What follows belongs to an exercise in optimizing a design on an open flow for small area, a short achievable clock period and few clock cycles per item; a production flow would make more cautious choices.

==> module gz_add, before the edit <==
module gz_add #(parameter W = 36) (
  input  wire [W-1:0] a,
  input  wire [W-1:0] b,
  input  wire         ci,
  output wire [W-1:0] s
);
  localparam L = (W > 32) ? 6 : (W > 16) ? 5 : (W > 8) ? 4 : 3;    
  wire [W-1:0] p = a ^ b;
  wire [W-1:0] g0 = a & b;
  wire [W:0] gg [0:2*L];
  wire [W:0] pp [0:2*L];
  assign gg[0] = {g0, ci};
  assign pp[0] = {p, 1'b0};
  genvar lv, i;
  generate
    for (lv = 0; lv < L; lv = lv + 1) begin : up
      for (i = 0; i <= W; i = i + 1) begin : n
        if (((i + 1) % (2 << lv)) == 0) begin : c
          assign gg[lv+1][i] = gg[lv][i] | (pp[lv][i] & gg[lv][i - (1 << lv)]);
          assign pp[lv+1][i] = pp[lv][i] & pp[lv][i - (1 << lv)];
        end else begin : k
          assign gg[lv+1][i] = gg[lv][i];
          assign pp[lv+1][i] = pp[lv][i];
        end
      end
    end
    for (lv = L - 2; lv >= 0; lv = lv - 1) begin : dn
      for (i = 0; i <= W; i = i + 1) begin : n
        if (((i + 1) % (2 << lv)) == (1 << lv) && i >= (2 << lv)) begin : c
          assign gg[2*L-1-lv][i] = gg[2*L-2-lv][i] | (pp[2*L-2-lv][i] & gg[2*L-2-lv][i - (1 << lv)]);
          assign pp[2*L-1-lv][i] = pp[2*L-2-lv][i] & pp[2*L-2-lv][i - (1 << lv)];
        end else begin : k
          assign gg[2*L-1-lv][i] = gg[2*L-2-lv][i];
          assign pp[2*L-1-lv][i] = pp[2*L-2-lv][i];
        end
      end
    end
  endgenerate
  wire [W:0] cy = gg[2*L-1];
  assign s = p ^ cy[W-1:0];
endmodule
==> module gz_post, before the edit <==
module gz_post (
  input  wire        clk,
  input  wire        rst,
  input  wire        re_v,
  input  wire        im_v,
  input  wire [31:0] res_re,
  input  wire [31:0] res_im,
  output wire        post_free,
  output wire        out_valid,
  input  wire        out_ready,
  output wire [31:0] out_re,
  output wire [31:0] out_im,
  output wire [31:0] out_mag,
  output wire [15:0] out_ph
);
  localparam S_IDLE = 2'd0, S_SQ = 2'd1, S_RT = 2'd2, S_DONE = 2'd3;
  reg  [1:0]  st;
  reg  [4:0]  k;
  reg  [31:0] re;
  reg  [31:0] im;
  reg  [64:0] s;       
  reg  [33:0] x;       
  reg  [33:0] y;       
  reg  [15:0] z;
  assign post_free = (st == S_IDLE) || (st == S_DONE && out_ready);
  wire [32:0] re_e = {re, 1'b0};
  wire [32:0] im_e = {im, 1'b0};
  wire [2:0]  dre  = re_e >> {k[3:0], 1'b0};
  wire [2:0]  dim  = im_e >> {k[3:0], 1'b0};
  function [34:0] bpp;
    input [2:0]  dg;
    input [31:0] v;
    reg one, two;
    reg [34:0] m;
    begin
      one = dg[1] ^ dg[0];
      two = (dg[2] & ~dg[1] & ~dg[0]) | (~dg[2] & dg[1] & dg[0]);
      m   = ({35{one}} & {{3{v[31]}}, v}) | ({35{two}} & {{2{v[31]}}, v, 1'b0});
      bpp = m ^ {35{dg[2]}};
    end
  endfunction
  wire [34:0] h    = (k == 5'd0) ? 35'd0 : {{2{s[64]}}, s[64:32]};
  wire [34:0] pa   = bpp(dre, re);
  wire [34:0] pb   = bpp(dim, im);
  wire [34:0] cs_s = h ^ pa ^ pb;
  wire [34:0] cs_c = (h & pa) | (h & pb) | (pa & pb);
  wire [34:0] ssum;
  gz_add #(35) u_sadd (.a(cs_s), .b({cs_c[33:0], dre[2]}), .ci(dim[2]), .s(ssum));
  wire        nm = im[31];
  wire [33:0] cx, cy;
  wire [15:0] cz;
  wire [15:0] z0 = (k == 5'd0) ? {nm, 15'd0} : z;
  wire [33:0] xi = (k == 5'd0) ? {{2{im[31]}}, im} : x;
  wire [33:0] yi = (k == 5'd0) ? {{2{re[31]}}, re} : y;
  gz_cordic u_cordic (
    .x(xi), .y(yi), .z(z0), .i(k[3:0]), .nm(nm),
    .xn(cx), .yn(cy), .zn(cz)
  );
  wire zero = (re == 32'd0) && (im == 32'd0);
  wire [32:0] rn;
  wire        rb;
  gz_isqrt u_sqrt (
    .rem(y[32:0]), .rbits(s[63:62]), .r(x[31:0]), .rem_n(rn), .bit_n(rb)
  );
  always @(posedge clk) begin
    if (rst) begin
      st <= S_IDLE;
    end else begin
      case (st)
        S_IDLE: if (im_v) begin st <= S_SQ; k <= 5'd0; end
        S_SQ:   begin
          k <= k + 5'd1;
          if (k == 5'd15) begin st <= S_RT; k <= 5'd0; end
        end
        S_RT:   begin k <= k + 5'd1; if (k == 5'd31) st <= S_DONE; end
        S_DONE: if (out_ready) st <= S_IDLE;
      endcase
    end
  end
  always @(posedge clk) begin
    if (re_v) re <= res_re;
    if (im_v) im <= res_im;
    if (st == S_SQ) s <= {ssum, s[31:2]};
    else            s <= {s[62:0], 2'b00};
    if (st == S_SQ && k != 5'd15)        y <= cy;
    else if (st == S_SQ)                 y <= 34'd0;
    else                                 y <= {1'b0, rn};
    if (st == S_SQ && k != 5'd15)        x <= cx;
    else if (st == S_SQ)                 x <= 34'd0;
    else if (st == S_RT)                 x <= {x[32:0], rb};
    if (st == S_SQ) begin
      if (k != 5'd15)  z <= cz;
      else if (zero)   z <= 16'd0;
    end
  end
  assign out_valid = (st == S_DONE);
  assign out_re    = re;
  assign out_im    = im;
  assign out_mag   = x[31:0];
  assign out_ph    = z;
endmodule
Settings: LEC_CHECK=0, ABC_AREA=1, CAP_MARGIN=20, CORE_MARGIN=2, CORE_UTILIZATION=40, PLACE_DENSITY=0.6, SLEW_MARGIN=20; clock period 14.0 ns.
standard.sh (not shown) runs the stock make flow with config.mk's settings and CLKGATE_MAP_FILE= SYNTH_SCRIPT=/design/flow/synth_recipe.tcl, a recipe that flattens the netlist after the stock synthesis.
==> flow/flow/run.sh <==
#!/bin/bash
# The standard layout, with the timing repair asked to reach a setup
# slack of SETUP_SLACK_MARGIN ns at the design's clock (the clock, constraints
# and every other setting stay the standard flow's own).
set -euo pipefail
bash standard.sh SETUP_SLACK_MARGIN=7 finish > flow_make.log 2>&1
==> next run, changes <==
--- a/flow/design.v
+++ b/flow/design.v
@@ -17,7 +17,7 @@
   input  wire         ci,
   output wire [W-1:0] s
 );
-  localparam L = (W > 32) ? 6 : (W > 16) ? 5 : (W > 8) ? 4 : 3;    
+  localparam L = $clog2(W);
   wire [W-1:0] p = a ^ b;
   wire [W-1:0] g0 = a & b;
   wire [W:0] gg [0:2*L];
@@ -952,7 +952,7 @@
   reg  [33:0] x;       
   reg  [33:0] y;       
   reg  [15:0] z;
-  assign post_free = (st == S_IDLE) || (st == S_DONE && out_ready);
+  assign post_free = (st == S_IDLE);
   wire [32:0] re_e = {re, 1'b0};
   wire [32:0] im_e = {im, 1'b0};
   wire [2:0]  dre  = re_e >> {k[3:0], 1'b0};
@@ -980,10 +980,8 @@
   wire [33:0] cx, cy;
   wire [15:0] cz;
   wire [15:0] z0 = (k == 5'd0) ? {nm, 15'd0} : z;
-  wire [33:0] xi = (k == 5'd0) ? {{2{im[31]}}, im} : x;
-  wire [33:0] yi = (k == 5'd0) ? {{2{re[31]}}, re} : y;
   gz_cordic u_cordic (
-    .x(xi), .y(yi), .z(z0), .i(k[3:0]), .nm(nm),
+    .x(x), .y(y), .z(z0), .i(k[3:0]), .nm(nm),
     .xn(cx), .yn(cy), .zn(cz)
   );
   wire zero = (re == 32'd0) && (im == 32'd0);
@@ -1012,10 +1010,12 @@
     if (im_v) im <= res_im;
     if (st == S_SQ) s <= {ssum, s[31:2]};
     else            s <= {s[62:0], 2'b00};
-    if (st == S_SQ && k != 5'd15)        y <= cy;
+    if (re_v)                            y <= {{2{res_re[31]}}, res_re};
+    else if (st == S_SQ && k != 5'd15)   y <= cy;
     else if (st == S_SQ)                 y <= 34'd0;
-    else                                 y <= {1'b0, rn};
-    if (st == S_SQ && k != 5'd15)        x <= cx;
+    else if (!im_v)                      y <= {1'b0, rn};
+    if (im_v)                            x <= {{2{res_im[31]}}, res_im};
+    else if (st == S_SQ && k != 5'd15)   x <= cx;
     else if (st == S_SQ)                 x <= 34'd0;
     else if (st == S_RT)                 x <= {x[32:0], rb};
     if (st == S_SQ) begin
Result: Wire length came out higher by 4.9%; cell count came out higher by 5.6%; worst setup slack barely changes; die area came out higher by 3.0%; non-clock buffer count came out higher by 4; global-route usage came out higher by 0.46 points; register-to-register slack hardly moves; hold slack improved by 0.0066 ns.
No functional check of the RTL was part of any run of this note.

[what the ideal ports hide]
The results above use ideal ports. As a check the final layouts listed here were re-extracted and re-timed, cells and wires unchanged. Step 1 assumes that a clkbuf_16 drives the clock port and a buf_2 every other input. Step 2 times the ports against the registers' clock, not the clock port: input delays grow and output delays shrink by t, the midpoint of the rising clock arrivals with the driver on. Slacks: ideal ports / drivers / drivers and shift; pairs: ideal ports / drivers.
run | shift t [ns] | setup slack, ns | hold WS [ns] | clock arrival spread, ns
the first run | 0.698 | 7.145 / 7.145 / 7.145 | 0.418 / 0.418 / 0.418 | 0.050 / 0.050
the second run | 0.721 | 7.142 / 7.142 / 7.142 | 0.424 / 0.424 / 0.424 | 0.034 / 0.034
After both steps setup and hold are still met in every run listed.
